This is an optimization exercise on Yosys and OpenROAD, whose aim is small area and a short achievable clock period, not a production implementation.
Only simulation tests tie the RTL to the original design; equivalence was not proved.
Power figures rest on the tool's default switching activity, not on a simulated workload.

==> flow/run.sh <==
#!/bin/bash
# The standard ORFS layout (standard.sh), with two changes to how the
# layout is made: the port buffers are buf_1 cells instead of the larger
# delay-buffer cells buffer_ports picks on its own, and the clock tree is
# built from clkbuf_4 cells without dummy loads. The full make output goes
# to standard.log here; ORFS keeps each step's log under orfs/logs.
set -euo pipefail
export BUFFER_PORTS_ARGS="-buffer_cell sky130_fd_sc_hd__buf_1"
export CTS_ARGS="-sink_clustering_enable -repair_clock_nets -dont_use_dummy_load -buf_list sky130_fd_sc_hd__clkbuf_4"
bash standard.sh > standard.log 2>&1
==> design.v <==
module wwvb_add11 (
    input  wire [10:0] a,
    input  wire [10:0] b,
    input  wire        cin,
    output reg  [10:0] s
);
    reg c;
    integer i;
    always @* begin
        c = cin;
        for (i = 0; i < 11; i = i + 1) begin
            s[i] = a[i] ^ b[i] ^ c;
            c    = (a[i] & b[i]) | (c & (a[i] ^ b[i]));
        end
    end
endmodule
module wwvb_decoder (
    input  wire [63:0] bitseq,
    input  wire [6:0]  bit_len,
    output wire        incomplete,    
    output wire        invalid,       
    output wire        malformed,     
    output wire [7:0]  raw_minute,
    output wire [7:0]  raw_hour,
    output wire [10:0] raw_doy,
    output wire [7:0]  raw_yy,
    output wire [1:0]  raw_dst,
    output wire        raw_leap
);
    wire [63:0] elem = bitseq;
    wire [3:0] min_t  = {elem[0],  elem[1],  elem[2],  elem[3]};
    wire [3:0] min_u  = {elem[5],  elem[6],  elem[7],  elem[8]};
    wire [3:0] hr_t   = {elem[10], elem[11], elem[12], elem[13]};
    wire [3:0] hr_u   = {elem[15], elem[16], elem[17], elem[18]};
    wire [3:0] doy_h  = {elem[20], elem[21], elem[22], elem[23]};
    wire [3:0] doy_t  = {elem[25], elem[26], elem[27], elem[28]};
    wire [3:0] doy_u  = {elem[30], elem[31], elem[32], elem[33]};
    wire [3:0] yr_t   = {elem[45], elem[46], elem[47], elem[48]};
    wire [3:0] yr_u   = {elem[50], elem[51], elem[52], elem[53]};
    assign raw_leap = elem[56];
    assign raw_dst  = {elem[57], elem[58]};
    wire [10:0] mi_a, hr_a, yy_a, dy_a, dy_b, dy_c, dy_d;
    wwvb_add11 u_mi0 (.a({6'd0, min_t, 1'b0}), .b({7'd0, min_u}), .cin(1'b0), .s(mi_a));
    wwvb_add11 u_mi1 (.a({4'd0, min_t, 3'b0}), .b(mi_a), .cin(1'b0), .s(raw_minute_w));
    wwvb_add11 u_hr0 (.a({6'd0, hr_t, 1'b0}),  .b({7'd0, hr_u}),  .cin(1'b0), .s(hr_a));
    wwvb_add11 u_hr1 (.a({4'd0, hr_t, 3'b0}),  .b(hr_a), .cin(1'b0), .s(raw_hour_w));
    wwvb_add11 u_yy0 (.a({6'd0, yr_t, 1'b0}),  .b({7'd0, yr_u}),  .cin(1'b0), .s(yy_a));
    wwvb_add11 u_yy1 (.a({4'd0, yr_t, 3'b0}),  .b(yy_a), .cin(1'b0), .s(raw_yy_w));
    wwvb_add11 u_dy0 (.a({6'd0, doy_h, 1'b0}), .b({7'd0, doy_t}), .cin(1'b0), .s(dy_a));
    wwvb_add11 u_dy1 (.a({4'd0, doy_h, 3'b0}), .b(dy_a), .cin(1'b0), .s(dy_b));
    wwvb_add11 u_dy2 (.a({dy_b[9:0], 1'b0}),   .b({7'd0, doy_u}), .cin(1'b0), .s(dy_c));
    wwvb_add11 u_dy3 (.a({dy_b[7:0], 3'b0}),   .b(dy_c), .cin(1'b0), .s(dy_d));
    wire [10:0] raw_minute_w, raw_hour_w, raw_yy_w;
    assign raw_minute = raw_minute_w[7:0];
    assign raw_hour   = raw_hour_w[7:0];
    assign raw_yy     = raw_yy_w[7:0];
    assign raw_doy    = dy_d;
    wire leap_year = (raw_yy[1:0] == 2'd0) && (raw_yy != 8'd100);
    assign incomplete = (bit_len < 7'd40);
    assign invalid    = (raw_minute > 8'd59) || (raw_hour > 8'd23) ||
                        (raw_doy == 11'd0) || (raw_doy > 11'd366);
    assign malformed  = (raw_doy == 11'd366) && !leap_year;
endmodule
module wwvb_calendar (
    input  wire [7:0]  yy,
    input  wire [8:0]  doy,
    output reg  [3:0]  month,
    output wire [4:0]  day,
    output wire [2:0]  wday
);
    wire leap = (yy[1:0] == 2'd0) && (yy != 8'd100);
    wire t2  = doy > 9'd31;
    wire t3  = leap ? doy > 9'd60  : doy > 9'd59;
    wire t4  = leap ? doy > 9'd91  : doy > 9'd90;
    wire t5  = leap ? doy > 9'd121 : doy > 9'd120;
    wire t6  = leap ? doy > 9'd152 : doy > 9'd151;
    wire t7  = leap ? doy > 9'd182 : doy > 9'd181;
    wire t8  = leap ? doy > 9'd213 : doy > 9'd212;
    wire t9  = leap ? doy > 9'd244 : doy > 9'd243;
    wire t10 = leap ? doy > 9'd274 : doy > 9'd273;
    wire t11 = leap ? doy > 9'd305 : doy > 9'd304;
    wire t12 = leap ? doy > 9'd335 : doy > 9'd334;
    reg [4:0] k;
    always @* begin
        if      (t12) begin month = 4'd12; k = 5'd18 - {4'd0, leap}; end   
        else if (t11) begin month = 4'd11; k = 5'd16 - {4'd0, leap}; end   
        else if (t10) begin month = 4'd10; k = 5'd15 - {4'd0, leap}; end   
        else if (t9)  begin month = 4'd9;  k = 5'd13 - {4'd0, leap}; end   
        else if (t8)  begin month = 4'd8;  k = 5'd12 - {4'd0, leap}; end   
        else if (t7)  begin month = 4'd7;  k = 5'd11 - {4'd0, leap}; end   
        else if (t6)  begin month = 4'd6;  k = 5'd9  - {4'd0, leap}; end   
        else if (t5)  begin month = 4'd5;  k = 5'd8  - {4'd0, leap}; end   
        else if (t4)  begin month = 4'd4;  k = 5'd6  - {4'd0, leap}; end   
        else if (t3)  begin month = 4'd3;  k = 5'd5  - {4'd0, leap}; end   
        else if (t2)  begin month = 4'd2;  k = 5'd1;                  end   
        else          begin month = 4'd1;  k = 5'd0;                  end
    end
    wire [10:0] dsum;
    wwvb_add11 u_day (.a({6'd0, doy[4:0]}), .b({6'd0, k}), .cin(1'b0), .s(dsum));
    assign day = dsum[4:0];
    wire [5:0]  q = yy[7:2];
    wire [1:0]  r = yy[1:0];
    wire        past_2100 = (yy > 8'd100);
    wire [10:0] w5q, wa, wb;
    wwvb_add11 u_w0 (.a({3'd0, q, 2'd0}), .b({5'd0, q}), .cin(r != 2'd0), .s(w5q));
    wwvb_add11 u_w1 (.a(w5q), .b({9'd0, r} + 11'd3), .cin(!past_2100), .s(wa));
    wwvb_add11 u_w2 (.a(wa), .b({2'd0, doy}), .cin(1'b0), .s(wb));
    wire [10:0] f1, f2, f3;
    wwvb_add11 u_f1a (.a({8'd0, wb[2:0]}), .b({8'd0, wb[5:3]}), .cin(1'b0), .s(f1));
    wwvb_add11 u_f1b (.a(f1), .b({8'd0, wb[8:6]}), .cin(wb[9]), .s(f2));
    wire [3:0]  g1 = {2'd0, f2[4:3]} + {1'b0, f2[2:0]};
    wire [2:0]  g2 = g1[2:0] + {2'd0, g1[3]};
    assign wday = (g2 == 3'd7) ? 3'd0 : g2;
endmodule
module wwvb_local_hour (
    input  wire [4:0]        utc_hour,
    input  wire signed [7:0] tz,
    input  wire [1:0]        dst,
    output wire [4:0]        hour
);
    wire [10:0] s0, s;
    wwvb_add11 u_s0 (.a({6'd0, utc_hour}), .b({3'd0, ~tz[7], tz[6:0]}), .cin(dst == 2'd2), .s(s0));
    wwvb_add11 u_s1 (.a(s0), .b(11'd16), .cin(1'b0), .s(s));
    wire [5:0] q = s[8:3];
    reg  [1:0] m3;
    always @* begin
        case (q)
            6'd0,  6'd3,  6'd6,  6'd9,  6'd12, 6'd15, 6'd18,
            6'd21, 6'd24, 6'd27, 6'd30, 6'd33, 6'd36: m3 = 2'd0;
            6'd1,  6'd4,  6'd7,  6'd10, 6'd13, 6'd16, 6'd19,
            6'd22, 6'd25, 6'd28, 6'd31, 6'd34:        m3 = 2'd1;
            default:                                  m3 = 2'd2;
        endcase
    end
    assign hour = {m3, s[2:0]};
endmodule
module wwvb_year (
    input  wire [7:0]  yy,
    output wire [15:0] year
);
    reg [7:0] yhi;
    always @* begin
        case (yy[7:4])
            4'd0:  yhi = 8'h7D;  4'd1:  yhi = 8'h7E;  4'd2:  yhi = 8'h7F;
            4'd3:  yhi = 8'h80;  4'd4:  yhi = 8'h81;  4'd5:  yhi = 8'h82;
            4'd6:  yhi = 8'h83;  4'd7:  yhi = 8'h84;  4'd8:  yhi = 8'h85;
            4'd9:  yhi = 8'h86;  4'd10: yhi = 8'h87;  4'd11: yhi = 8'h88;
            4'd12: yhi = 8'h89;  4'd13: yhi = 8'h8A;  4'd14: yhi = 8'h8B;
            default: yhi = 8'h8C;
        endcase
    end
    assign year = {4'd0, yhi, yy[3:0]};
endmodule
module wwvb_core #(
    parameter signed [7:0] TZ_INIT = -8'sd5
) (
    input  wire        clk,
    input  wire        rst,
    input  wire        edge_valid,
    input  wire        edge_dir,         
    input  wire [31:0] edge_ts,          
    input  wire        bus_valid,
    input  wire        bus_we,
    input  wire [3:0]  bus_addr,
    input  wire [31:0] bus_wdata,
    output wire        bus_ready,
    output reg         bus_rvalid,
    output reg  [31:0] bus_rdata,
    output reg         rtc_wr,
    output wire [15:0] rtc_year,
    output wire [3:0]  rtc_month,
    output wire [4:0]  rtc_day,
    output wire [2:0]  rtc_wday,
    output wire [4:0]  rtc_hour,
    output wire [5:0]  rtc_minute,
    output wire [5:0]  rtc_second,
    output wire [9:0]  rtc_subsec,
    output reg         evt_valid,
    output wire [2:0]  evt_code
);
    localparam [2:0] RES_NONE = 3'd0, RES_OK = 3'd1, RES_INCOMPLETE = 3'd2,
                     RES_INVALID = 3'd3, RES_MALFORMED = 3'd4;
    reg [31:0] last_edge_time;
    reg        have_edge;
    reg [63:0] bitseq;
    reg [6:0]  bit_len;
    reg [5:0]  sec_cnt;
    reg signed [7:0] tz;
    reg [7:0]  clk_yy;           
    reg [3:0]  clk_month;
    reg [4:0]  clk_day;
    reg [2:0]  clk_wday;
    reg [5:0]  clk_minute;
    reg [1:0]  clk_dst;
    reg [4:0]  utc_hour;
    reg        synced;
    reg [2:0]  result;
    reg [7:0]  raw_minute_r;
    reg [7:0]  raw_hour_r;
    reg [10:0] raw_doy_r;
    reg [7:0]  raw_yy_r;
    reg [1:0]  raw_dst_r;
    reg        raw_leap_r;
    reg [7:0]  snap_yy;          
    reg [3:0]  snap_month;
    reg [4:0]  snap_day;
    reg [2:0]  snap_wday;
    reg [3:0]  rd_addr;
    assign bus_ready = !rst && !edge_valid;
    wire do_edge = !rst && edge_valid;
    wire do_fall = do_edge && !edge_dir;
    wire do_bus  = !rst && !edge_valid && bus_valid;
    wire do_rd   = do_bus && !bus_we;
    wire do_wr   = do_bus && bus_we;
    reg [9:0] dur;
    reg       dc;
    integer   i;
    always @* begin
        dc = 1'b1;
        for (i = 0; i < 10; i = i + 1) begin
            dur[i] = edge_ts[i] ^ ~last_edge_time[i] ^ dc;
            dc     = (edge_ts[i] & ~last_edge_time[i]) | (dc & (edge_ts[i] ^ ~last_edge_time[i]));
        end
    end
    wire [21:0] hi_a = edge_ts[31:10];
    wire [21:0] hi_b = ~last_edge_time[31:10];
    wire [21:0] hi_c = {hi_a[20:0] | hi_b[20:0], dc};
    wire dur_short = ~|(hi_a ^ hi_b ^ hi_c);
    wire is_bit0 = dur_short && (dur >= 10'd750) && (dur <= 10'd850);
    wire is_bit1 = dur_short && (dur >= 10'd450) && (dur <= 10'd550);
    wire is_mark = dur_short && (dur >= 10'd150) && (dur <= 10'd250);
    wire classify   = do_fall && have_edge;
    wire append_bit = classify && (is_bit0 || is_bit1);
    wire marker     = classify && is_mark;
    wire frame_done = marker && (sec_cnt == 6'd59);
    reg [6:0] bit_len_inc;
    reg [5:0] sec_cnt_inc;
    reg       ic;
    always @* begin
        ic = 1'b1;
        for (i = 0; i < 7; i = i + 1) begin
            bit_len_inc[i] = bit_len[i] ^ ic;
            ic = ic & bit_len[i];
        end
        ic = 1'b1;
        for (i = 0; i < 6; i = i + 1) begin
            sec_cnt_inc[i] = sec_cnt[i] ^ ic;
            ic = ic & sec_cnt[i];
        end
    end
    wire        dec_incomplete, dec_invalid, dec_malformed;
    wire [7:0]  dec_raw_minute, dec_raw_hour, dec_raw_yy;
    wire [10:0] dec_raw_doy;
    wire [1:0]  dec_raw_dst;
    wire        dec_raw_leap;
    wwvb_decoder u_dec (
        .bitseq     (bitseq),
        .bit_len    (bit_len),
        .incomplete (dec_incomplete),
        .invalid    (dec_invalid),
        .malformed  (dec_malformed),
        .raw_minute (dec_raw_minute),
        .raw_hour   (dec_raw_hour),
        .raw_doy    (dec_raw_doy),
        .raw_yy     (dec_raw_yy),
        .raw_dst    (dec_raw_dst),
        .raw_leap   (dec_raw_leap)
    );
    reg [2:0] dec_result;
    always @* begin
        if (dec_incomplete)      dec_result = RES_INCOMPLETE;
        else if (dec_invalid)    dec_result = RES_INVALID;
        else if (dec_malformed)  dec_result = RES_MALFORMED;
        else                     dec_result = RES_OK;
    end
    wire decode_ok = frame_done && (dec_result == RES_OK);
    wire wr_tz = do_wr && (bus_addr == 4'h2);
    wire [3:0]  dec_month;
    wire [4:0]  dec_day;
    wire [2:0]  dec_wday;
    wwvb_calendar u_cal (
        .yy    (dec_raw_yy),
        .doy   (dec_raw_doy[8:0]),
        .month (dec_month),
        .day   (dec_day),
        .wday  (dec_wday)
    );
    wire [15:0] clk_year, snap_year;
    wwvb_year u_cy (.yy(clk_yy),  .year(clk_year));
    wwvb_year u_sy (.yy(snap_yy), .year(snap_year));
    wire [4:0] local_hour;
    wwvb_local_hour u_lh (
        .utc_hour (utc_hour),
        .tz       (tz),
        .dst      (clk_dst),
        .hour     (local_hour)
    );
    wire [4:0] clk_hour = synced ? local_hour : 5'd0;
    always @* begin
        case (rd_addr)
            4'h0: bus_rdata = {synced, 5'b0, clk_dst, 3'b0, utc_hour, 3'b0, clk_hour, 2'b0, clk_minute};
            4'h1: bus_rdata = {4'b0, snap_wday, snap_day, snap_month, snap_year};
            4'h2: bus_rdata = {{24{tz[7]}}, tz};
            4'h3: bus_rdata = {7'b0, have_edge, 5'b0, result, 1'b0, bit_len, 2'b0, sec_cnt};
            4'h4: bus_rdata = {3'b0, raw_leap_r, 2'b0, raw_dst_r, raw_yy_r, raw_hour_r, raw_minute_r};
            4'h5: bus_rdata = {21'b0, raw_doy_r};
            4'h6: bus_rdata = bitseq[31:0];
            4'h7: bus_rdata = bitseq[63:32];
            4'h8: bus_rdata = 32'hFFFF_FFFB;    
            4'h9: bus_rdata = 32'hFFFF_FFFA;    
            4'hA: bus_rdata = 32'hFFFF_FFF9;    
            4'hB: bus_rdata = 32'hFFFF_FFF8;    
            4'hC: bus_rdata = 32'hFFFF_FFF7;    
            4'hD: bus_rdata = 32'hFFFF_FFF6;    
            4'hE: bus_rdata = last_edge_time;
            default: bus_rdata = 32'h0;
        endcase
    end
    always @(posedge clk)
        rd_addr <= bus_addr;
    always @(posedge clk) begin
        if (rst) begin
            last_edge_time <= 32'd0;
            have_edge      <= 1'b0;
            bitseq         <= 64'd0;
            bit_len        <= 7'd0;
            sec_cnt        <= 6'd0;
            tz             <= TZ_INIT;
            clk_yy         <= 8'd0;
            clk_month      <= 4'd1;
            clk_day        <= 5'd1;
            clk_wday       <= 3'd5;
            clk_minute     <= 6'd0;
            clk_dst        <= 2'd0;
            utc_hour       <= 5'd0;
            synced         <= 1'b0;
            result         <= RES_NONE;
            raw_minute_r   <= 8'd0;
            raw_hour_r     <= 8'd0;
            raw_doy_r      <= 11'd0;
            raw_yy_r       <= 8'd0;
            raw_dst_r      <= 2'd0;
            raw_leap_r     <= 1'b0;
            snap_yy        <= 8'd0;
            snap_month     <= 4'd1;
            snap_day       <= 5'd1;
            snap_wday      <= 3'd5;
            bus_rvalid     <= 1'b0;
            rtc_wr         <= 1'b0;
            evt_valid      <= 1'b0;
        end else begin
            bus_rvalid <= do_rd;
            rtc_wr     <= decode_ok || (wr_tz && synced);
            evt_valid  <= frame_done;
            if (do_rd && bus_addr == 4'h0) begin
                snap_yy  <= clk_yy;
                snap_month <= clk_month;
                snap_day   <= clk_day;
                snap_wday  <= clk_wday;
            end
            if (do_edge) begin
                last_edge_time <= edge_ts;
                have_edge      <= 1'b1;
            end
            if (append_bit) begin
                if (!bit_len[6] && is_bit1)
                    bitseq[bit_len[5:0]] <= 1'b1;
                if (bit_len != 7'd127)
                    bit_len <= bit_len_inc;
            end
            if (marker)
                sec_cnt <= sec_cnt_inc;
            if (frame_done) begin
                bitseq  <= 64'd0;
                bit_len <= 7'd0;
                sec_cnt <= 6'd0;
                result  <= dec_result;
                if (!dec_incomplete) begin
                    raw_minute_r <= dec_raw_minute;
                    raw_hour_r   <= dec_raw_hour;
                    raw_doy_r    <= dec_raw_doy;
                    raw_yy_r     <= dec_raw_yy;
                    raw_dst_r    <= dec_raw_dst;
                    raw_leap_r   <= dec_raw_leap;
                end
                if (decode_ok) begin
                    clk_yy     <= dec_raw_yy;
                    clk_month  <= dec_month;
                    clk_day    <= dec_day;
                    clk_wday   <= dec_wday;
                    clk_minute <= dec_raw_minute[5:0];
                    clk_dst    <= dec_raw_dst;
                    utc_hour   <= dec_raw_hour[4:0];
                    synced     <= 1'b1;
                end
            end
            if (wr_tz)
                tz <= bus_wdata[7:0];
        end
    end
    assign rtc_year   = clk_year;
    assign rtc_month  = clk_month;
    assign rtc_day    = clk_day;
    assign rtc_wday   = clk_wday;
    assign rtc_hour   = clk_hour;
    assign rtc_minute = clk_minute;
    assign rtc_second = 6'd0;
    assign rtc_subsec = 10'd0;
    assign evt_code   = result;
endmodule
==> standard.sh <==
#!/bin/bash
# synth_recipe.tcl (not shown) runs the flow's synth.tcl, then flattens the netlist and writes it again
# the make line also repeats each setting of config.mk as NAME=value (left out here)
make -C /OpenROAD-flow-scripts/flow DESIGN_CONFIG=/design/flow/config.mk WORK_HOME=/design/flow/orfs CLKGATE_MAP_FILE= SYNTH_SCRIPT=/design/flow/synth_recipe.tcl "${@:-finish}"
==> constraint.sdc <==
create_clock -name core_clock -period 45.0 [get_ports {clk}]
set_input_delay 9.0000 -clock core_clock [delete_from_list [all_inputs] [get_ports {clk}]]
set_output_delay 9.0000 -clock core_clock [all_outputs]
set_load 0.01 [all_outputs]
==> config.mk <==
export PLATFORM = sky130hd
export DESIGN_NAME = wwvb_core
export DESIGN_NICKNAME = wwvb_core
export VERILOG_FILES = /design/flow/design.v
export SDC_FILE = /design/flow/constraint.sdc
export NUM_CORES = 4
export LEC_CHECK = 0
export CAP_MARGIN = 20
export CORE_MARGIN = 2
export CORE_UTILIZATION = 40
export SLEW_MARGIN = 20
==> out/metrics.cfg, run 1 <==
[finish]
nNetsFinal=2023
num-fill-cells=3540
syn_to_final_growth_pct=8.90
regArea_um2=4640
drive_gt1_frac=0.0637
multi_input_area_um2=8420

[cts]
clk_pin_slew_worst_paths_ps=50
post-cts-setup-buffers=0
clkSinkCount=232
clockBufferDepth=3
clock_latency_ps=680
cts-hold-fix-buffers=0
cts-htree-levels=3
cts_resized=0
tritoncts=built
root_buffer=clkbuf_4
cts_buffers=68

[worst_setup_path]
reg2reg_depth=44
rrSetupSlack_ps=34760
cp-start-kind=input port
cp.arrival_ps=10000
crit_path_end_kind=output port
required_ps=36000
critPathMaxFanout=50
path_class=input port to output port
r2r-end=clk_wday[1]
r2r-start=bitseq[48]

[yosys]
ys_types=78
syn-instance-count=1678
synth-edff-count=0
synth_area_leader_cell=dfxtp_1
seq_area_frac_synth=0.329
synth_ff_type=dfxtp_1
synth_top_area_share=0.329
yosys-top-cells-area=dfxtp_1 33%, fa_1 9.2%, ha_1 8.2%
ys_seq_elements=232
synth_warnings=5
synth_common_cells=232 x dfxtp_1, 188 x nand2_1, 184 x nor2_1, 163 x a21oi_1, 157 x inv_1
avgSynthCellArea_um2=8.41
synth_area_um2=14100
yosys.cell_count.top_type=dfxtp_1
async_flop_share=0

[global_routing]
grt_usage=0.264
grt_max_degree=85
grt_pass1_wl_um=72600
antenna_found_initial=2
grt_pass1_vias=12200
grt_overflow=0

[placement]
dp_hpwl_um=36100
place.gp.congestion=0.946
io_buffer_count=123

[timing]
hold_violations=0
max_freq_mhz=52.6
finalCriticalPeriod_ps=19000
slew_headroom=0.228
rsz0062_at_grt=false
drv_slew=0
setup-violations-final=0
skew_ps=65.9
timing.hold.ws_ps=453
tightestPinTransition_ps=1150
min_period_over_period=0.422
finalSetupTns_ps=0

[floorplanning]
core_um2=34600
die_w_um=192
initial_core_util=0.407
die_y_um=192
ioPinCount=168
die-area_um2=36800
rows=68

[detailed_routing]
vias_per_cell=5.69
wire_per_inst_um=21.5
route.detailed.drc=0
wirelength_um=48400
vias=12800
ant_nets=0
drt_iter0_drc=1303
drtPass1Iterations=6

[job]
maxCapViolations=0

[pwr]
pwr_density_cell_nw_per_um2=26.0
power_leakage_uw=0.00620
vdd_ir_drop_max_mv=0.0128
finalPower_uw=400

[run_status]
outcome=timing/DRC/antenna clean

[min_path]
min_to=raw_hour_r[0]
hold_start=raw_hour_r[0]
holdPathStages=2
hp-class=register to register

[registers in the layout, indices dropped and copies added, names as in the netlist, 7 cells and up]
signal,flops
bit_len,7
snap_yy,8
raw_doy_r,11
tz,8
bitseq,64
raw_yy_r,8
raw_hour_r,8
raw_minute_r,8
last_edge_time,32
clk_yy,8
[per-stage QoR]
stage	util	setup slack [ps]	instances	area (um^2)
final	0.444	26000	2245	15400
after global routing	0.444	25980	2245	15400
after CTS	0.443	25990	2244	15300
after detailed placement	0.428	25980	2176	14800
after global placement	0.428	25980	2175	14800
after floorplan	-	26610	1697	14200
[final cells by class]
type	count	area share
Sequential cell	232	0.302
Timing Repair Buffer	143	0.0402
Tap cell	455	0.0371
Antenna cell	1	0.000163
Inverter	158	0.0386
Clock buffer	68	0.0332
Multi-Input combinational cell	1188	0.548
[where the power goes]
part | internal, uW | leakage [uW] | switching [uW]
Sequential | 208 | 0.00188 | 4.20
Combinational | 12.6 | 0.00401 | 24.9
Clock | 68.5 | 0.000313 | 81.9
[logic make-up (layout without fill, tap and decap cells)]
family,count (synthesis),count (layout),share of synthesized area
AND/OR/NAND/NOR,556,556,0.183
other,1,21,0.000266
AO/OA/AOI/OAI,357,357,0.164
buffers and inverters,277,369,0.0827
adder cells (fa/ha/maj),158,158,0.175
multiplexers,58,58,0.0425
flip-flops,232,232,0.329
XOR/XNOR,39,39,0.0242
[cells in the final DEF, fill, tap and decap left out, types with 12 or more instances in the layout]
| cell type | netlist | routed |
|---|---|---|
| mux2i_1 | 52 | 52 |
| a22oi_1 | 53 | 53 |
| xnor2_1 | 27 | 27 |
| o21ai_0 | 22 | 22 |
| a31oi_1 | 12 | 12 |
| nor4_1 | 13 | 13 |
| fa_1 | 65 | 65 |
| nand2_1 | 188 | 188 |
| inv_1 | 157 | 157 |
| nor2_1 | 184 | 181 |
| nor3_1 | 23 | 20 |
| a211oi_1 | 19 | 19 |
| conb_1 | 1 | 20 |
| clkbuf_4 | 0 | 69 |
| xor2_1 | 12 | 12 |
| a21oi_1 | 163 | 163 |
| buf_1 | 12 | 121 |
| nand4_1 | 22 | 22 |
| nor2b_1 | 17 | 17 |
| ha_1 | 93 | 93 |
| buf_4 | 29 | 20 |
| dfxtp_1 | 232 | 232 |
| nand3_1 | 38 | 38 |
[worst max-delay path, cell delays in order]
cell and delay (ps):
clkbuf_4 370, nor2_1 400, buf_1 190
[worst max-delay path by stage]
stage	start	endpoint	slack, ps	depth (start not counted)
5_1_grt	rst	bus_ready	25980	3
4_1_cts	rst	bus_ready	25990	3
2_1_floorplan	rst	bus_ready	26610	2
3_3_place_gp	rst	bus_ready	25980	3
3_5_place_dp	rst	bus_ready	25980	3
6_report	rst	bus_ready	26000	3
[routing by layer]
layer	vias to the layer above	GRT usage	routed length (um)
li1	5935	-	-
met1	6129	0.347	20500
met2	593	0.403	21300
met3	105	0.0804	4830
met4	2	0.106	1720
met5	-	0	11
==> inputs of run 2 (changes only) <==
==> run.sh (new file) <==
#!/bin/bash
# synth_recipe.tcl (not shown) runs the flow's synth.tcl, then flattens the netlist and writes it again
# the make line also repeats each setting of config.mk as NAME=value (left out here)
make -C /OpenROAD-flow-scripts/flow DESIGN_CONFIG=/design/flow/config.mk WORK_HOME=/design/flow/orfs CLKGATE_MAP_FILE= SYNTH_SCRIPT=/design/flow/synth_recipe.tcl finish
removed: flow/run.sh
removed: standard.sh
==> out/metrics.cfg, run 2 <==
[yosys]
avgSynthCellArea_um2=8.41
synth-edff-count=0
synth_area_um2=14100
ys_seq_elements=232
synth_area_leader_cell=dfxtp_1
synth_common_cells=232 x dfxtp_1, 188 x nand2_1, 184 x nor2_1, 163 x a21oi_1, 157 x inv_1
synth_top_area_share=0.329
synth_warnings=5
async_flop_share=0
synth_ff_type=dfxtp_1
yosys.cell_count.top_type=dfxtp_1
seq_area_frac_synth=0.329
ys_types=78
yosys-top-cells-area=dfxtp_1 33%, fa_1 9.2%, ha_1 8.2%
syn-instance-count=1678

[cts]
clk_pin_slew_worst_paths_ps=60
clkSinkCount=232
cts-htree-levels=1
cts_buffers=26
root_buffer=clkbuf_16
clock_latency_ps=540
cts-hold-fix-buffers=0
clockBufferDepth=3
cts_resized=0
post-cts-setup-buffers=0
tritoncts=built

[finish]
final_cells=2224
largest_register_ffs=64
final_common_cell=dfxtp_1
final_cell_mix=232 x dfxtp_1, 188 x nand2_1, 181 x nor2_1
largest_register=bitseq
top_regs=bitseq: 64 flops, last_edge_time: 32 flops, raw_doy_r: 11 flops
syn_to_final_growth_pct=16.7
drive_gt1_frac=0.0486
nNetsFinal=1982
diodes=0

[job]
maxCapViolations=0

[worst_setup_path]
crit_path_end_kind=output port
cp.arrival_ps=10340
slowest_stage=buf_4
max_stage_delay_ps=600
cp-start-kind=input port
crit_path_cell_trace=buf_4, nor2_1, clkdlybuf4s50_1
critPathMaxFanout=69
path_class=input port to output port
required_ps=36000

[floorplanning]
die_y_um=192
rows=68
ioPinCount=168
initial_core_util=0.407
die_w_um=192
die-area_um2=36800
core_um2=34600

[min_path]
hp-class=register to register

[placement]
io_buffer_count=123
dpl.cell_count=2177
place.gp.congestion=0.930
dp_hpwl_um=36500

[timing]
drv_slew=0
hold_violations=0
skew_ps=12.8
min_period_over_period=0.430
finalSetupTns_ps=0
max_freq_mhz=51.7
timing.hold.ws_ps=452
finalCriticalPeriod_ps=19340
setup-violations-final=0
rsz0062_at_grt=false
tightestPinTransition_ps=1200
slew_headroom=0.202

[pwr]
pwr_density_cell_nw_per_um2=28.8
power_leakage_uw=0.00662
vdd_ir_drop_max_mv=0.0213

[detailed_routing]
vias=12700
drt_iter0_drc=1319
drtPass1Iterations=7
vias_per_cell=5.72
ant_nets=0
wirelength_um=49000
wire_per_inst_um=22.0
route.detailed.drc=0

[global_routing]
antenna_found_initial=0
grt_usage=0.267
grt_max_degree=72
grt_overflow=0
grt_pass1_wl_um=74100
grt_pass1_vias=12000

[run_status]
outcome=timing/DRC/antenna clean

run 2: changes by cell type in the layout (fill, tap and decap cells not counted), sizes merged:
cell	change
clkbuf	-32
clkdlybuf4s50	+121
clkinv	+6
diode	-1
buf	-118
bufinv	+3
run 2: cell families (layout without fill, tap and decap cells):
group / after synthesis / count (layout) / share of synthesized area
and+or+nand+nor: 556 / 556 / 0.183
AOI/OAI and AO/OA: 357 / 357 / 0.164
buffers and inverters: 277 / 349 / 0.0827
DFF: 232 / 232 / 0.329
adders and majority gates: 158 / 158 / 0.175
muxes: 58 / 58 / 0.0425
xor gates and xnor gates: 39 / 39 / 0.0242
other: 1 / 20 / 0.000266
run 2: area by class of cell:
type | instances | area (um^2)
fillers | 3401 | 18200
multi-input cells | 1188 | 8410
flip-flops and latches | 232 | 4640
repair buffers | 144 | 1380
clock buffers | 38 | 747
inverters | 158 | 593
well taps | 455 | 569
clock inverters | 9 | 120
run 2: stage by stage:
step | setup slack, ps | utilization | total power, uW | instance area (um^2)
after floorplan | 26610 | - | 239 | 14200
after global placement | 25640 | 0.450 | 258 | 15600
after detailed placement | 25660 | 0.450 | 259 | 15600
after CTS | 25660 | 0.475 | 475 | 16500
after global routing | 25570 | 0.476 | 488 | 16500
final | 25660 | 0.476 | 474 | 16500
run 2: metal layers:
metal	wire length [um]	global-route usage	vias up
li1	-	-	5867
met1	21000	0.371	6198
met2	22400	0.429	568
met3	4270	0.0396	82
met4	1410	0.0793	0
met5	0	0	-
run 2: path summary, 6_finish.rpt:
kind,start,end,cells after the start,slack (ps)
max,rst,bus_ready,3,25660
min,raw_doy_r[7],raw_doy_r[7],2,450
max reg2reg,bitseq[48],clk_wday[0],44,34760
min reg2reg,raw_doy_r[7],raw_doy_r[7],2,450
run 2: worst max-delay path: cells and delay by family:
kind / cells / cell delay (ps)
buf+inv: 2 / 1130
simple gates: 1 / 180
run 2: power breakdown:
group          total [uW]  internal [uW]  switching (uW)  leakage [uW]
sequential            211            207            3.72       0.00188
combinational        43.9           18.5            25.4       0.00432
clock                 219            132            87.1      0.000430
total                 474            358             116       0.00662
==> inputs of run 3 (changes only) <==
--- a/config.mk
+++ b/config.mk
@@ -8,4 +8,5 @@
 export CAP_MARGIN = 20
 export CORE_MARGIN = 2
-export CORE_UTILIZATION = 40
+export CORE_UTILIZATION = 65
+export PLACE_DENSITY = 0.75
 export SLEW_MARGIN = 20
==> out/metrics.cfg, run 3 <==
[worst_setup_path]
path_buf_inv=3
slowest_stage=clkdlybuf4s50_1
cp-start-kind=input port
critPathMaxFanout=35
crit_path_end_kind=output port
required_ps=36000
cp.arrival_ps=10210
crit_path_cell_trace=buf_2, buf_4, nor2_1, clkdlybuf4s50_1
cpLargestDelayFamily=buffers and inverters
path_class=input port to output port
max_stage_delay_ps=510

[detailed_routing]
wire_per_inst_um=22.5
route.detailed.drc=0
drtPass1Iterations=6
wirelength_um=45900
drt_iter0_drc=1377
vias_per_cell=6.36
ant_nets=0
vias=13000

[timing]
max_freq_mhz=52.0
finalCriticalPeriod_ps=19210
drv_slew=0
min_period_over_period=0.427
finalSetupTns_ps=0
slew_headroom=0.277
rsz0062_at_grt=false
setup-violations-final=0
tightestPinTransition_ps=1080
skew_ps=16.8
hold_violations=0

[cts]
clock_latency_ps=540
root_buffer=clkbuf_16
clk_pin_slew_worst_paths_ps=60
tritoncts=built
clockBufferDepth=3
clkSinkCount=232
cts_buffers=25
cts-hold-fix-buffers=0
cts-htree-levels=1
cts_resized=0
post-cts-setup-buffers=0

[finish]
top_regs=bitseq: 64 flops, last_edge_time: 32 flops, raw_doy_r: 11 flops
final_common_cell=dfxtp_1
multi_input_area_um2=8420
syn_to_final_growth_pct=15.4
largest_register=bitseq
num-fill-cells=1571
design_area_um2=16300
regArea_um2=4640
final_core_util=0.770
final_cell_mix=232 x dfxtp_1, 188 x nand2_1, 182 x nor2_1
nNetsFinal=1982
final_cells=2044
largest_register_ffs=64
drive_gt1_frac=0.0526

[yosys]
seq_area_frac_synth=0.329
ys_seq_elements=232
yosys-top-cells-area=dfxtp_1 33%, fa_1 9.2%, ha_1 8.2%
synth_area_leader_cell=dfxtp_1
syn-instance-count=1678
synth_area_um2=14100
synth_top_area_share=0.329
synth-edff-count=0
avgSynthCellArea_um2=8.41
synth_warnings=5
synth_common_cells=232 x dfxtp_1, 188 x nand2_1, 184 x nor2_1, 163 x a21oi_1, 157 x inv_1
synth_ff_type=dfxtp_1
ys_types=78
async_flop_share=0
yosys.cell_count.top_type=dfxtp_1

[global_routing]
grt_usage=0.400
grt_max_degree=90
antenna_found_initial=2
grt_pass1_vias=12100
grt_pass1_wl_um=69400
grt_overflow=0

[floorplanning]
die_y_um=151
core_um2=21200
die-area_um2=22900
initial_core_util=0.667
ioPinCount=168
rows=53
die_w_um=151

[pwr]
power_leakage_uw=0.00664
vdd_ir_drop_max_mv=0.0356
pwr_density_cell_nw_per_um2=29.4

[placement]
io_buffer_count=123
dp_hpwl_um=33100
dpl_cell_area_um2=15400
dpl.cell_count=1997
place.gp.congestion=0.985

[min_path]
hp-class=register to register

[job]
maxCapViolations=0

[run_status]
outcome=timing/DRC/antenna clean

## run 3: cell counts after synthesis
Identical to the previous run, type by type.
## run 3: area by class of cell
cell class | instances | area share
flip-flops and latches | 232 | 0.285
multi-input cells | 1188 | 0.517
repair buffers | 145 | 0.0853
inverters | 158 | 0.0364
clock buffers | 28 | 0.0410
diodes | 1 | 0.000154
well taps | 275 | 0.0211
clock inverters | 17 | 0.0135
## run 3: power breakdown
group / total [uW] / internal (uW) / switching [uW]
Sequential: 211 / 207 / 4.04
Combinational: 42.7 / 18.4 / 24.2
Clock: 224 / 135 / 88.7
## run 3: metrics by stage
stage | hold WS [ps] | total power, uW | worst slack, ps
after floorplan | 429 | 239 | 26610
after global placement | 436 | 257 | 25790
after detailed placement | 446 | 257 | 25780
after CTS | 452 | 476 | 25780
after global routing | 470 | 489 | 25700
final | 453 | 478 | 25790
## run 3: worst paths after layout
kind | startpoint | to | slack, ps | cells past startpoint
setup / recovery | edge_valid | bus_ready | 25790 | 4
hold / removal | raw_dst_r[0] | raw_dst_r[0] | 450 | 2
setup reg to reg | bitseq[48] | clk_wday[1] | 34750 | 44
hold reg to reg | raw_dst_r[0] | raw_dst_r[0] | 450 | 2
## run 3: kinds of logic after synthesis
group | share of synthesized area
AOI/OAI and AO/OA | 0.164
xor gates and xnor gates | 0.0242
adders and majority gates | 0.175
buffers and inverters | 0.0827
DFF | 0.329
muxes | 0.0425
other | 0.000266
and+or+nand+nor | 0.183
## run 3: metal layers
| layer | up-vias | GRT usage | routed length (um) |
|---|---|---|---|
| li1 | 5851 | - | - |
| met1 | 6113 | 0.537 | 17500 |
| met2 | 873 | 0.607 | 19900 |
| met3 | 163 | 0.0964 | 6090 |
| met4 | 4 | 0.194 | 2520 |
| met5 | - | 0 | 33 |
## run 3: worst register-to-register path: cells and delay by family (launching register included)
kind / cells / cell delay (ps)
adder cells (fa/ha/maj): 24 / 7850
buffers and inverters: 10 / 670
AND/OR/NAND/NOR: 4 / 480
XOR/XNOR: 3 / 470
flip-flops: 1 / 360
AO/OA/AOI/OAI: 3 / 260
==> inputs of run 4 (changes only) <==
--- a/design.v
+++ b/design.v
@@ -70,46 +70,85 @@
 );
     wire leap = (yy[1:0] == 2'd0) && (yy != 8'd100);
-    wire t2  = doy > 9'd31;
-    wire t3  = leap ? doy > 9'd60  : doy > 9'd59;
-    wire t4  = leap ? doy > 9'd91  : doy > 9'd90;
-    wire t5  = leap ? doy > 9'd121 : doy > 9'd120;
-    wire t6  = leap ? doy > 9'd152 : doy > 9'd151;
-    wire t7  = leap ? doy > 9'd182 : doy > 9'd181;
-    wire t8  = leap ? doy > 9'd213 : doy > 9'd212;
-    wire t9  = leap ? doy > 9'd244 : doy > 9'd243;
-    wire t10 = leap ? doy > 9'd274 : doy > 9'd273;
-    wire t11 = leap ? doy > 9'd305 : doy > 9'd304;
-    wire t12 = leap ? doy > 9'd335 : doy > 9'd334;
-    reg [4:0] k;
+    wire [3:0] c  = doy[8:5];
+    wire [4:0] lo = doy[4:0];
+    reg  [9:0] lo_t;             
     always @* begin
-        if      (t12) begin month = 4'd12; k = 5'd18 - {4'd0, leap}; end   
-        else if (t11) begin month = 4'd11; k = 5'd16 - {4'd0, leap}; end   
-        else if (t10) begin month = 4'd10; k = 5'd15 - {4'd0, leap}; end   
-        else if (t9)  begin month = 4'd9;  k = 5'd13 - {4'd0, leap}; end   
-        else if (t8)  begin month = 4'd8;  k = 5'd12 - {4'd0, leap}; end   
-        else if (t7)  begin month = 4'd7;  k = 5'd11 - {4'd0, leap}; end   
-        else if (t6)  begin month = 4'd6;  k = 5'd9  - {4'd0, leap}; end   
-        else if (t5)  begin month = 4'd5;  k = 5'd8  - {4'd0, leap}; end   
-        else if (t4)  begin month = 4'd4;  k = 5'd6  - {4'd0, leap}; end   
-        else if (t3)  begin month = 4'd3;  k = 5'd5  - {4'd0, leap}; end   
-        else if (t2)  begin month = 4'd2;  k = 5'd1;                  end   
-        else          begin month = 4'd1;  k = 5'd0;                  end
+        case (c)
+            4'd0: lo_t = {5'd31, 5'd31};
+            4'd1: lo_t = {5'd27, 5'd28};
+            4'd2: lo_t = {5'd26, 5'd27};
+            4'd3: lo_t = {5'd24, 5'd25};
+            4'd4: lo_t = {5'd23, 5'd24};
+            4'd5: lo_t = {5'd21, 5'd22};
+            4'd6: lo_t = {5'd20, 5'd21};
+            4'd7: lo_t = {5'd19, 5'd20};
+            4'd8: lo_t = {5'd17, 5'd18};
+            4'd9: lo_t = {5'd16, 5'd17};
+            4'd10: lo_t = {5'd14, 5'd15};
+            4'd11: lo_t = {5'd13, 5'd14};
+            default: lo_t = {5'd31, 5'd31};
+        endcase
+    end
+    wire [4:0] thr = leap ? lo_t[4:0] : lo_t[9:5];
+    reg gt;
+    integer i;
+    always @* begin
+        gt = 1'b0;
+        for (i = 0; i < 5; i = i + 1)
+            gt = (lo[i] & ~thr[i]) | (~(lo[i] ^ thr[i]) & gt);
     end
+    wire [10:0] mi;              
+    wwvb_add11 u_mi (.a({7'd0, c}), .b(11'd0), .cin(gt), .s(mi));
+    always @* month = mi[3:0] + 4'd1;
+    reg  [9:0] kk;               
+    always @* begin
+        case (mi[3:0])
+            4'd0: kk = {5'd0, 5'd0};
+            4'd1: kk = {5'd1, 5'd1};
+            4'd2: kk = {5'd5, 5'd4};
+            4'd3: kk = {5'd6, 5'd5};
+            4'd4: kk = {5'd8, 5'd7};
+            4'd5: kk = {5'd9, 5'd8};
+            4'd6: kk = {5'd11, 5'd10};
+            4'd7: kk = {5'd12, 5'd11};
+            4'd8: kk = {5'd13, 5'd12};
+            4'd9: kk = {5'd15, 5'd14};
+            4'd10: kk = {5'd16, 5'd15};
+            4'd11: kk = {5'd18, 5'd17};
+            default: kk = {5'd0, 5'd0};
+        endcase
+    end
+    wire [4:0]  k = leap ? kk[4:0] : kk[9:5];
     wire [10:0] dsum;
-    wwvb_add11 u_day (.a({6'd0, doy[4:0]}), .b({6'd0, k}), .cin(1'b0), .s(dsum));
+    wwvb_add11 u_day (.a({6'd0, lo}), .b({6'd0, k}), .cin(1'b0), .s(dsum));
     assign day = dsum[4:0];
-    wire [5:0]  q = yy[7:2];
-    wire [1:0]  r = yy[1:0];
-    wire        past_2100 = (yy > 8'd100);
-    wire [10:0] w5q, wa, wb;
-    wwvb_add11 u_w0 (.a({3'd0, q, 2'd0}), .b({5'd0, q}), .cin(r != 2'd0), .s(w5q));
-    wwvb_add11 u_w1 (.a(w5q), .b({9'd0, r} + 11'd3), .cin(!past_2100), .s(wa));
-    wwvb_add11 u_w2 (.a(wa), .b({2'd0, doy}), .cin(1'b0), .s(wb));
-    wire [10:0] f1, f2, f3;
-    wwvb_add11 u_f1a (.a({8'd0, wb[2:0]}), .b({8'd0, wb[5:3]}), .cin(1'b0), .s(f1));
-    wwvb_add11 u_f1b (.a(f1), .b({8'd0, wb[8:6]}), .cin(wb[9]), .s(f2));
-    wire [3:0]  g1 = {2'd0, f2[4:3]} + {1'b0, f2[2:0]};
-    wire [2:0]  g2 = g1[2:0] + {2'd0, g1[3]};
-    assign wday = (g2 == 3'd7) ? 3'd0 : g2;
+    function [2:0] m7x5;         
+        input [2:0] x;
+        case (x)
+            3'd0: m7x5 = 3'd0;  3'd1: m7x5 = 3'd5;  3'd2: m7x5 = 3'd3;
+            3'd3: m7x5 = 3'd1;  3'd4: m7x5 = 3'd6;  3'd5: m7x5 = 3'd4;
+            3'd6: m7x5 = 3'd2;  default: m7x5 = 3'd0;
+        endcase
+    endfunction
+    wire       past_2100 = (yy > 8'd100);
+    reg  [2:0] e;                
+    always @* begin
+        case ({yy[1:0], past_2100})
+            3'b00_0: e = 3'd4;  3'b00_1: e = 3'd3;
+            3'b01_0: e = 3'd6;  3'b01_1: e = 3'd5;
+            3'b10_0: e = 3'd0;  3'b10_1: e = 3'd6;
+            3'b11_0: e = 3'd1;  default: e = 3'd0;
+        endcase
+    end
+    wire [10:0] s1, s2, s3, s4, s5;
+    wwvb_add11 u_w1 (.a({8'd0, m7x5(yy[7:5])}), .b({8'd0, m7x5(yy[4:2])}), .cin(1'b0), .s(s1));
+    wwvb_add11 u_w2 (.a({8'd0, doy[8:6]}), .b({8'd0, doy[5:3]}), .cin(1'b0), .s(s2));
+    wwvb_add11 u_w3 (.a({8'd0, doy[2:0]}), .b({8'd0, e}), .cin(1'b0), .s(s3));
+    wwvb_add11 u_w4 (.a(s1), .b(s2), .cin(1'b0), .s(s4));
+    wwvb_add11 u_w5 (.a(s4), .b(s3), .cin(1'b0), .s(s5));
+    wire [10:0] g1, g2;
+    wwvb_add11 u_g1 (.a({8'd0, s5[5:3]}), .b({8'd0, s5[2:0]}), .cin(1'b0), .s(g1));
+    wwvb_add11 u_g2 (.a({8'd0, g1[2:0]}), .b(11'd0), .cin(g1[3]), .s(g2));
+    assign wday = (g2[2:0] == 3'd7) ? 3'd0 : g2[2:0];
 endmodule
 module wwvb_local_hour (
@@ -139,16 +178,7 @@
     output wire [15:0] year
 );
-    reg [7:0] yhi;
-    always @* begin
-        case (yy[7:4])
-            4'd0:  yhi = 8'h7D;  4'd1:  yhi = 8'h7E;  4'd2:  yhi = 8'h7F;
-            4'd3:  yhi = 8'h80;  4'd4:  yhi = 8'h81;  4'd5:  yhi = 8'h82;
-            4'd6:  yhi = 8'h83;  4'd7:  yhi = 8'h84;  4'd8:  yhi = 8'h85;
-            4'd9:  yhi = 8'h86;  4'd10: yhi = 8'h87;  4'd11: yhi = 8'h88;
-            4'd12: yhi = 8'h89;  4'd13: yhi = 8'h8A;  4'd14: yhi = 8'h8B;
-            default: yhi = 8'h8C;
-        endcase
-    end
-    assign year = {4'd0, yhi, yy[3:0]};
+    wire [10:0] yhi;
+    wwvb_add11 u_hi (.a({7'd0, yy[7:4]}), .b(11'h07D), .cin(1'b0), .s(yhi));
+    assign year = {4'd0, yhi[7:0], yy[3:0]};
 endmodule
 module wwvb_core #(
==> flow/run.sh (new file) <==
#!/bin/bash
# The standard ORFS layout (standard.sh), with two changes to how the
# layout is made: the port buffers are buf_2 cells instead of the larger
# delay-buffer cells buffer_ports picks on its own, and the clock tree is
# built from clkbuf_8 cells without dummy loads. The full make output goes
# to standard.log here; ORFS keeps each step's log under orfs/logs.
set -euo pipefail
export BUFFER_PORTS_ARGS="-buffer_cell sky130_fd_sc_hd__buf_2"
export CTS_ARGS="-sink_clustering_enable -repair_clock_nets -dont_use_dummy_load -buf_list sky130_fd_sc_hd__clkbuf_8"
bash standard.sh > standard.log 2>&1
==> standard.sh (new file) <==
#!/bin/bash
# synth_recipe.tcl (not shown) runs the flow's synth.tcl, then flattens the netlist and writes it again
# the make line also repeats each setting of config.mk as NAME=value (left out here)
make -C /OpenROAD-flow-scripts/flow DESIGN_CONFIG=/design/flow/config.mk WORK_HOME=/design/flow/orfs CLKGATE_MAP_FILE= SYNTH_SCRIPT=/design/flow/synth_recipe.tcl "${@:-finish}"
--- a/config.mk
+++ b/config.mk
@@ -8,5 +8,4 @@
 export CAP_MARGIN = 20
 export CORE_MARGIN = 2
-export CORE_UTILIZATION = 65
-export PLACE_DENSITY = 0.75
+export CORE_UTILIZATION = 40
 export SLEW_MARGIN = 20
removed: run.sh
==> out/metrics.cfg, run 4 <==
[pwr]
power_leakage_uw=0.00640
vdd_ir_drop_max_mv=0.0183
pwr_density_cell_nw_per_um2=25.8

[timing]
skew_ps=33.3
rsz0062_at_grt=false
slew_headroom=0.284
setup-violations-final=0
drv_slew=0
hold_violations=0
min_period_over_period=0.421
max_freq_mhz=52.8
tightestPinTransition_ps=1070
finalSetupTns_ps=0
finalCriticalPeriod_ps=18950
timing.hold.ws_ps=456

[detailed_routing]
wirelength_um=47000
vias_per_cell=5.80
vias=12400
drtPass1Iterations=6
route.detailed.drc=0
wire_per_inst_um=21.9
ant_nets=0
drt_iter0_drc=1136

[yosys]
synth_top_area_share=0.314
yosys-top-cells-area=dfxtp_1 31%, ha_1 9.8%, fa_1 8.0%
synth_common_cells=220 x dfxtp_1, 165 x nor2_1, 144 x inv_1, 111 x nand2_1, 110 x ha_1
synth_area_um2=14000
avgSynthCellArea_um2=8.67
syn-instance-count=1619
yosys.cell_count.top_type=dfxtp_1
synth_area_leader_cell=dfxtp_1
async_flop_share=0
synth_warnings=4
ys_seq_elements=220
ys_types=80
seq_area_frac_synth=0.314
synth_ff_type=dfxtp_1
synth-edff-count=0

[placement]
io_buffer_count=123
place.gp.congestion=0.918
dp_hpwl_um=34400

[cts]
clkSinkCount=220
cts_buffers=40
root_buffer=clkbuf_8
post-cts-setup-buffers=0
tritoncts=built
cts-htree-levels=2
clk_pin_slew_worst_paths_ps=40
clock_latency_ps=560
cts-hold-fix-buffers=0
clockBufferDepth=3
cts_resized=0

[floorplanning]
die_y_um=191
initial_core_util=0.406
rows=68
ioPinCount=168
die-area_um2=36600
die_w_um=191
core_um2=34500

[finish]
drive_gt1_frac=0.125
largest_register_ffs=64
nNetsFinal=1932
syn_to_final_growth_pct=9.70
final_common_cell=dfxtp_1
diodes=0
num-fill-cells=3483
largest_register=bitseq
final_cell_mix=220 x dfxtp_1, 162 x nor2_1, 144 x inv_1
top_regs=bitseq: 64 flops, last_edge_time: 32 flops, raw_doy_r: 11 flops
final_core_util=0.446

[worst_setup_path]
cp_common_cell=buf_2
cpLargestDelayFamily=buffers and inverters
slowest_stage=buf_4
cp.arrival_ps=9950
path_buf_inv=3
path_class=input port to output port
crit_path_cell_trace=buf_2, buf_4, nor2_1, buf_2
crit_path_end_kind=output port
cp-start-kind=input port
max_stage_delay_ps=490
required_ps=36000
critPathMaxFanout=35

[global_routing]
grt_overflow=0
grt_pass1_wl_um=71100
antenna_found_initial=1
grt_usage=0.257
grt_max_degree=85
grt_pass1_vias=11900

[job]
maxCapViolations=0

[min_path]
hp-class=register to register

[run_status]
outcome=timing/DRC/antenna clean

-- run 4: changes by cell type after synthesis, moves of 15 or more --
cell / delta
o21a_1: +51
ha_1: +17
nor2_1: -19
mux2i_1: +20
nand2_1: -77
a21oi_1: -76
a22oi_1: -15
o21ai_0: +19
o31ai_1: +17
-- run 4: path summary, 6_finish.rpt --
| path | startpoint | endpoint | slack [ps] | cells after the start |
|---|---|---|---|---|
| max | edge_valid | bus_ready | 26050 | 4 |
| min | snap_day[2] | snap_day[2] | 460 | 2 |
| max reg2reg | bitseq[23] | clk_day[4] | 35210 | 36 |
| min reg2reg | snap_day[2] | snap_day[2] | 460 | 2 |
-- run 4: per-layer routing --
metal  part of all wire  global-route usage
met3              0.085              0.0477
met4              0.031              0.0858
met1               0.42               0.341
met2               0.46               0.418
met5            0.00015                   0
-- run 4: worst min-delay path, cell delays in order (launching register included) --
cell and delay [ps]:
dfxtp_1 300, nand2_1 50, a21oi_1 50
-- run 4: power breakdown --
group	switching (uW)	total, uW	internal [uW]	leakage [uW]
logic	25.7	40.7	15.0	0.00433
clock network	78.4	157	78.3	0.000288
registers	3.52	201	197	0.00178
total	108	398	290	0.00640
-- run 4: cell type report --
type	count	area [um^2]	area share
inverters	145	544	0.0353
multi-input cells	1144	8580	0.557
repair buffers	141	753	0.0489
flip-flops and latches	220	4400	0.286
clock buffers	40	551	0.0357
well taps	455	569	0.0370
-- run 4: stage by stage --
stage | setup slack [ps] | cells | total power (uW) | instance area [um^2]
3_5_place_dp | 26010 | 2105 | 245 | 14800
4_1_cts | 26000 | 2145 | 400 | 15400
6_report | 26050 | 2145 | 398 | 15400
5_1_grt | 25970 | 2145 | 413 | 15400
3_3_place_gp | 26020 | 2105 | 244 | 14800
2_1_floorplan | 26590 | 1638 | 230 | 14100
-- run 4: cells by family (layout without fill, tap and decap cells) --
kind of cell | Yosys count | count (layout) | synth area share
other | 1 | 20 | 0.000267
muxes | 74 | 74 | 0.0529
and+or+nand+nor | 461 | 461 | 0.156
AOI/OAI and AO/OA | 385 | 385 | 0.190
adders and majority gates | 166 | 166 | 0.178
DFF | 220 | 220 | 0.314
buffers and inverters | 274 | 326 | 0.0849
xor gates and xnor gates | 38 | 38 | 0.0237
==> inputs of run 5 (changes only) <==
==> flow/run.sh (replaced) <==
#!/bin/bash
# The standard ORFS layout (standard.sh), with two changes to how the
# layout is made: the port buffers are buf_1 cells instead of the larger
# delay-buffer cells buffer_ports picks on its own, and the clock tree is
# built from clkbuf_4 cells in clusters of up to 10 flip-flops without dummy loads. The full make output goes
# to standard.log here; ORFS keeps each step's log under orfs/logs.
set -euo pipefail
export BUFFER_PORTS_ARGS="-buffer_cell sky130_fd_sc_hd__buf_1"
export CTS_ARGS="-sink_clustering_enable -repair_clock_nets -dont_use_dummy_load -buf_list sky130_fd_sc_hd__clkbuf_4 -sink_clustering_size 10 -sink_clustering_max_diameter 40"
bash standard.sh > standard.log 2>&1
==> out/metrics.cfg, run 5 <==
[pwr]
p_sw_frac=0.290
comb_power_share=0.113
share_seq_of_total_power=0.570
pwr_density_cell_nw_per_um2=23.4
p_clk_frac=0.317
internal-power_uw=249
vdd_ir_drop_max_mv=0.0110
power_leakage_uw=0.00591
p_switching_uw=102

[finish]
final_cell_mix=220 x dfxtp_1, 163 x nor2_1, 144 x inv_1
drive_gt1_frac=0.0509
multi_input_area_um2=8580
num-fill-cells=3492
largest_register_ffs=64
final_cells=2144
largest_register=bitseq
nNetsFinal=1930
regArea_um2=4400
final_common_cell=dfxtp_1
design_area_um2=15000
top_regs=bitseq: 64 flops, last_edge_time: 32 flops, raw_doy_r: 11 flops
syn_to_final_growth_pct=6.76

[yosys]
async_flop_share=0
synth_common_cells=220 x dfxtp_1, 165 x nor2_1, 144 x inv_1, 111 x nand2_1, 110 x ha_1
ys_types=80
synth_top_area_share=0.314
synth_area_leader_cell=dfxtp_1
synth_warnings=4
yosys-top-cells-area=dfxtp_1 31%, ha_1 9.8%, fa_1 8.0%
synth-edff-count=0
yosys.cell_count.top_type=dfxtp_1
syn-instance-count=1619
synth_area_um2=14000
ys_seq_elements=220
synth_ff_type=dfxtp_1
seq_area_frac_synth=0.314
avgSynthCellArea_um2=8.67

[cts]
post-cts-setup-buffers=0
clockBufferDepth=3
clk_pin_slew_worst_paths_ps=100
clock_latency_ps=720
cts-hold-fix-buffers=0
cts_resized=0
tritoncts=built
clkSinkCount=220
cts_buffers=38
cts-htree-levels=2
root_buffer=clkbuf_4

[global_routing]
antenna_found_initial=1
grt_overflow=0
grt_pass1_vias=12000
grt_usage=0.255
grt_pass1_wl_um=71200
grt_max_degree=85

[detailed_routing]
vias=12500
vias_per_cell=5.81
wirelength_um=46700
route.detailed.drc=0
ant_nets=0
wire_per_inst_um=21.8
drtPass1Iterations=5
drt_iter0_drc=1298

[worst_setup_path]
cp.arrival_ps=9930
crit_path_end_kind=output port
crit_path_cell_trace=clkbuf_2, buf_4, nor2_1, buf_1
max_stage_delay_ps=490
required_ps=36000
slowest_stage=buf_4
path_class=input port to output port
cp-start-kind=input port
critPathMaxFanout=35

[timing]
setup-violations-final=0
min_period_over_period=0.421
finalSetupTns_ps=0
hold_violations=0
slew_headroom=0.321
skew_ps=99.6
drv_slew=0
finalCriticalPeriod_ps=18930
timing.hold.ws_ps=450
setup_ws_ps=26070
rsz0062_at_grt=false
max_freq_mhz=52.8
tightestPinTransition_ps=1020

[floorplanning]
die_y_um=191
core_um2=34500
die-area_um2=36600
rows=68
ioPinCount=168
die_w_um=191
initial_core_util=0.406

[placement]
pre_cts_slack_ps=26030
dp_hpwl_um=33900
place.gp.congestion=0.927
dpl_cell_area_um2=14700
io_buffer_count=123
dpl.cell_count=2105

[min_path]
hp-class=register to register

[job]
maxCapViolations=0

[run_status]
outcome=timing/DRC/antenna clean

## run 5: routing by layer
layer | share of wire | routed length [um] | GRT usage | vias to the layer above
met5 | 0 | 0 | 0 | -
met4 | 0.037 | 1750 | 0.103 | 0
met3 | 0.077 | 3610 | 0.0415 | 93
met2 | 0.46 | 21600 | 0.418 | 539
met1 | 0.42 | 19700 | 0.334 | 6022
li1 | - | - | - | 5803
## run 5: cell families after synthesis
kind of cell,Yosys count,synth area share
xor+xnor,38,0.0237
other cells,1,0.000267
mux,74,0.0529
flops,220,0.314
buf+inv,274,0.0849
compound gates,385,0.190
simple gates,461,0.156
fa+ha+maj,166,0.178
## run 5: worst paths after layout
| check | start | end | slack, ps | cells past startpoint |
|---|---|---|---|---|
| min | clk_yy[6] | snap_yy[6] | 450 | 2 |
| max | edge_valid | bus_ready | 26070 | 4 |
| max reg2reg | bitseq[23] | clk_day[4] | 35010 | 36 |
| min reg2reg | clk_yy[6] | snap_yy[6] | 450 | 2 |
## run 5: critical path: cells and delay by family
kind	cells	cell delay [ps]
simple gates	1	190
buf+inv	3	730
## run 5: final cells by class
type,count,area share
Multi-Input combinational cell,1144,0.572
Antenna cell,1,0.000167
Tap cell,455,0.0380
Timing Repair Buffer,141,0.0402
Sequential cell,220,0.294
Clock buffer,38,0.0190
Inverter,145,0.0363
## run 5: metrics by stage
step                power, uW  utilization
global placement          243        0.426
finish                    351        0.434
CTS                       354        0.434
floorplan                 230            -
detailed placement        244        0.426
global route              365        0.434
## run 5: power groups by stage
| stage | combinational, uW | clock, uW | sequential (uW) |
|---|---|---|---|
| after floorplan | 28.0 | 0 | 202 |
| after global placement | 38.6 | 0 | 205 |
| after detailed placement | 39.2 | 0 | 204 |
| after CTS | 39.4 | 114 | 200 |
| after global routing | 43.5 | 121 | 200 |
| final | 39.6 | 111 | 200 |
==> inputs of run 6 (changes only) <==
==> flow/run.sh (replaced) <==
#!/bin/bash
# The standard ORFS layout (standard.sh), with these changes to how the
# layout is made:
#  - synthesis maps the logic with an area-oriented ABC recipe
#    (flow/abc_map.script) in place of ORFS's delay-oriented one; it runs
#    from a copy of ORFS's scripts folder that differs only in that file,
#    so the registers and every other step are the standard ones;
#  - the port buffers are buf_1 cells instead of the larger delay-buffer
#    cells buffer_ports picks on its own;
#  - the clock tree is built from small clock buffers without dummy loads.
# The full make output goes to standard.log here; ORFS keeps each step's
# log under orfs/logs.
set -euo pipefail
rm -rf scripts_abc
cp -r "$FLOW_HOME/scripts" scripts_abc
cp flow/abc_map.script scripts_abc/abc_speed.script
export SCRIPTS_DIR="$PWD/scripts_abc"
export BUFFER_PORTS_ARGS="-buffer_cell sky130_fd_sc_hd__buf_1"
export CTS_ARGS="-sink_clustering_enable -repair_clock_nets -dont_use_dummy_load -buf_list sky130_fd_sc_hd__clkbuf_4"
bash standard.sh > standard.log 2>&1
==> flow/abc_map.script (new file) <==
strash
&get -n
&st
&syn2
&dch
&nf -a -R 1000
&st
&syn2
&dch
&nf -a -R 1000
&st
&syn2
&dch
&nf -a -R 1000
&put
topo
stime -c
==> out/metrics.cfg, run 6 <==
[detailed_routing]
drtPass1Iterations=7
wire_per_inst_um=20.6
route.detailed.drc=0
drt_iter0_drc=1239
ant_nets=0
vias=11800
wirelength_um=42700
vias_per_cell=5.66

[cts]
tritoncts=built
clkSinkCount=220
cts-hold-fix-buffers=0
clockBufferDepth=3
cts-htree-levels=2
root_buffer=clkbuf_4
cts_buffers=60
cts_resized=0
post-cts-setup-buffers=0
clk_pin_slew_worst_paths_ps=50
clock_latency_ps=750

[timing]
drv_slew=0
finalSetupTns_ps=0
finalCriticalPeriod_ps=18710
setup-violations-final=0
timing.hold.ws_ps=464
min_period_over_period=0.416
tightestPinTransition_ps=1180
max_freq_mhz=53.5
rsz0062_at_grt=false
skew_ps=69.0
slew_headroom=0.209
hold_violations=0

[yosys]
yosys.cell_count.top_type=nor2_1
yosys-top-cells-area=dfxtp_1 35%, ha_1 11%, fa_1 8.9%
syn-instance-count=1484
synth-edff-count=0
ys_types=53
seq_area_frac_synth=0.348
synth_area_um2=12700
synth_top_area_share=0.348
synth_warnings=4
synth_area_leader_cell=dfxtp_1
async_flop_share=0
synth_ff_type=dfxtp_1
ys_seq_elements=220
synth_common_cells=272 x nor2_1, 220 x dfxtp_1, 142 x clkinv_1, 113 x a21oi_1, 110 x ha_1
avgSynthCellArea_um2=8.52

[placement]
dpl_cell_area_um2=13700
dp_hpwl_um=31300
io_buffer_count=123
place.gp.congestion=0.909

[min_path]
hp-class=register to register
min_to=bitseq[55]
holdPathStages=2
hold_start=bitseq[55]

[finish]
drive_gt1_frac=0.0532
final_cell_mix=269 x nor2_1, 220 x dfxtp_1, 142 x clkinv_1
largest_register_ffs=64
top_regs=bitseq: 64 flops, last_edge_time: 32 flops, raw_doy_r: 11 flops
design_area_um2=14100
largest_register=bitseq
syn_to_final_growth_pct=11.8
nNetsFinal=1916
final_common_cell=nor2_1

[worst_setup_path]
r2r-start=bitseq[23]
cp-start-kind=input port
slowest_stage=clkbuf_4
reg2reg_depth=40
crit_path_cell_trace=clkbuf_4, nor2_4, buf_1
max_stage_delay_ps=270
critPathMaxFanout=23
required_ps=36000
path_class=input port to output port
path_buf_inv=2
cpLargestDelayFamily=buffers and inverters
crit_path_end_kind=output port
rrSetupSlack_ps=35290
r2r-end=clk_day[4]
cp.arrival_ps=9710

[floorplanning]
initial_core_util=0.404
rows=65
ioPinCount=168
die-area_um2=33100
core_um2=31300
die_w_um=182
die_y_um=182

[pwr]
pwr_density_cell_nw_per_um2=26.4
vdd_ir_drop_max_mv=0.0148
power_leakage_uw=0.00562

[global_routing]
grt_max_degree=88
grt_overflow=0
grt_pass1_vias=11300
antenna_found_initial=1
grt_usage=0.258
grt_pass1_wl_um=65700

[job]
maxCapViolations=0

[run_status]
outcome=timing/DRC/antenna clean

[run 6: changes by cell type in the layout (fill, tap and decap cells not counted), moves of 24 or more]
cell,previous run,this run
nor3_1,11,71
clkinv_1,1,142
a21oi_1,86,113
o21a_1,57,2
nor2_1,163,269
inv_1,144,0
o31ai_1,27,3
mux2i_1,72,6
nand4_1,34,7
[run 6: final cells by class]
type | count | area [um^2]
diodes | 1 | 2.50
clock buffers | 60 | 450
fillers | 3175 | 17200
inverters | 142 | 533
multi-input cells | 1115 | 7670
flip-flops and latches | 220 | 4400
well taps | 402 | 503
repair buffers | 137 | 571
[run 6: routing by layer]
layer	global-route usage	wire (um)	vias up
met5	0	0	-
met4	0.110	1670	0
met3	0.0475	3750	97
met2	0.416	19400	549
met1	0.339	17900	5563
li1	-	-	5547
[run 6: worst reg2reg max path, delay by kind of cell, from the launching register on]
kind                     cells  cell delay (ps)
AND/OR/NAND/NOR              5              520
AO/OA/AOI/OAI               10             1270
flip-flops                   1              450
buffers and inverters        5              760
XOR/XNOR                     3              680
adder cells (fa/ha/maj)     17             5970
[run 6: worst max path at each step]
stage | cells past startpoint | endpoint | slack [ps] | start
2_1_floorplan | 1 | bus_ready | 25860 | edge_valid
3_3_place_gp | 3 | bus_ready | 26320 | rst
3_5_place_dp | 3 | bus_ready | 26320 | rst
4_1_cts | 3 | bus_ready | 26310 | rst
5_1_grt | 3 | bus_ready | 26290 | rst
6_report | 3 | bus_ready | 26290 | rst
[run 6: stage by stage]
step / total power, uW / std cells / utilization / setup slack [ps]
floorplan: 224 / 1503 / - / 25860
global placement: 238 / 2016 / 0.436 / 26320
detailed placement: 239 / 2016 / 0.436 / 26320
CTS: 375 / 2076 / 0.451 / 26310
global route: 389 / 2077 / 0.452 / 26290
finish: 373 / 2077 / 0.452 / 26290
[run 6: logic make-up (layout without fill, tap and decap cells)]
group / Yosys count / in the layout / share of synthesized area
XOR/XNOR: 36 / 36 / 0.0249
AO/OA/AOI/OAI: 324 / 324 / 0.170
adder cells (fa/ha/maj): 166 / 166 / 0.197
AND/OR/NAND/NOR: 563 / 563 / 0.197
buffers and inverters: 168 / 339 / 0.0576
flip-flops: 220 / 220 / 0.348
multiplexers: 6 / 6 / 0.00475
other: 1 / 21 / 0.000296
[run 6: where the power goes]
part / switching, uW / internal [uW] / total [uW]
Sequential: 3.01 / 197 / 200
Combinational: 23.8 / 11.4 / 35.2
Clock: 78.1 / 59.8 / 138

[afterwards: timing with drivers on the ports]
Ports are ideal in the flow. The routed layouts listed here were re-timed in OpenROAD.
Step 1, drivers: a clkbuf_16 drives clk and a buf_2 each remaining input, both assumed.
Step 2, shift: input delay + t, output delay - t, t = (earliest + latest rising clock arrival at the registers) / 2. This alone moves slack from input paths to output paths.
Slacks: ideal / step 1 / step 2; pairs: ideal / step 1.
run | t (ns) | setup slack, ns | worst setup path at the end | slew at the worst register clock pin (ns)
run 1 | 0.696 | 26.000 / 25.974 / 25.974 | input to output | 0.07 / 0.07
run 2 | 0.589 | 25.663 / 25.631 / 25.631 | input to output | 0.07 / 0.07
run 3 | 0.577 | 25.786 / 25.765 / 25.765 | input to output | 0.07 / 0.07
run 4 | 0.585 | 26.047 / 26.023 / 26.023 | input to output | 0.06 / 0.06
run 5 | 0.721 | 26.068 / 26.041 / 26.041 | input to output | 0.12 / 0.12
run 6 | 0.754 | 26.293 / 26.270 / 26.270 | input to output | 0.07 / 0.07
After both steps setup and hold are still met in every run listed. The setup slack of run 2, which loses most, moves by -0.032 ns with the drivers and by -0.032 ns with both steps.
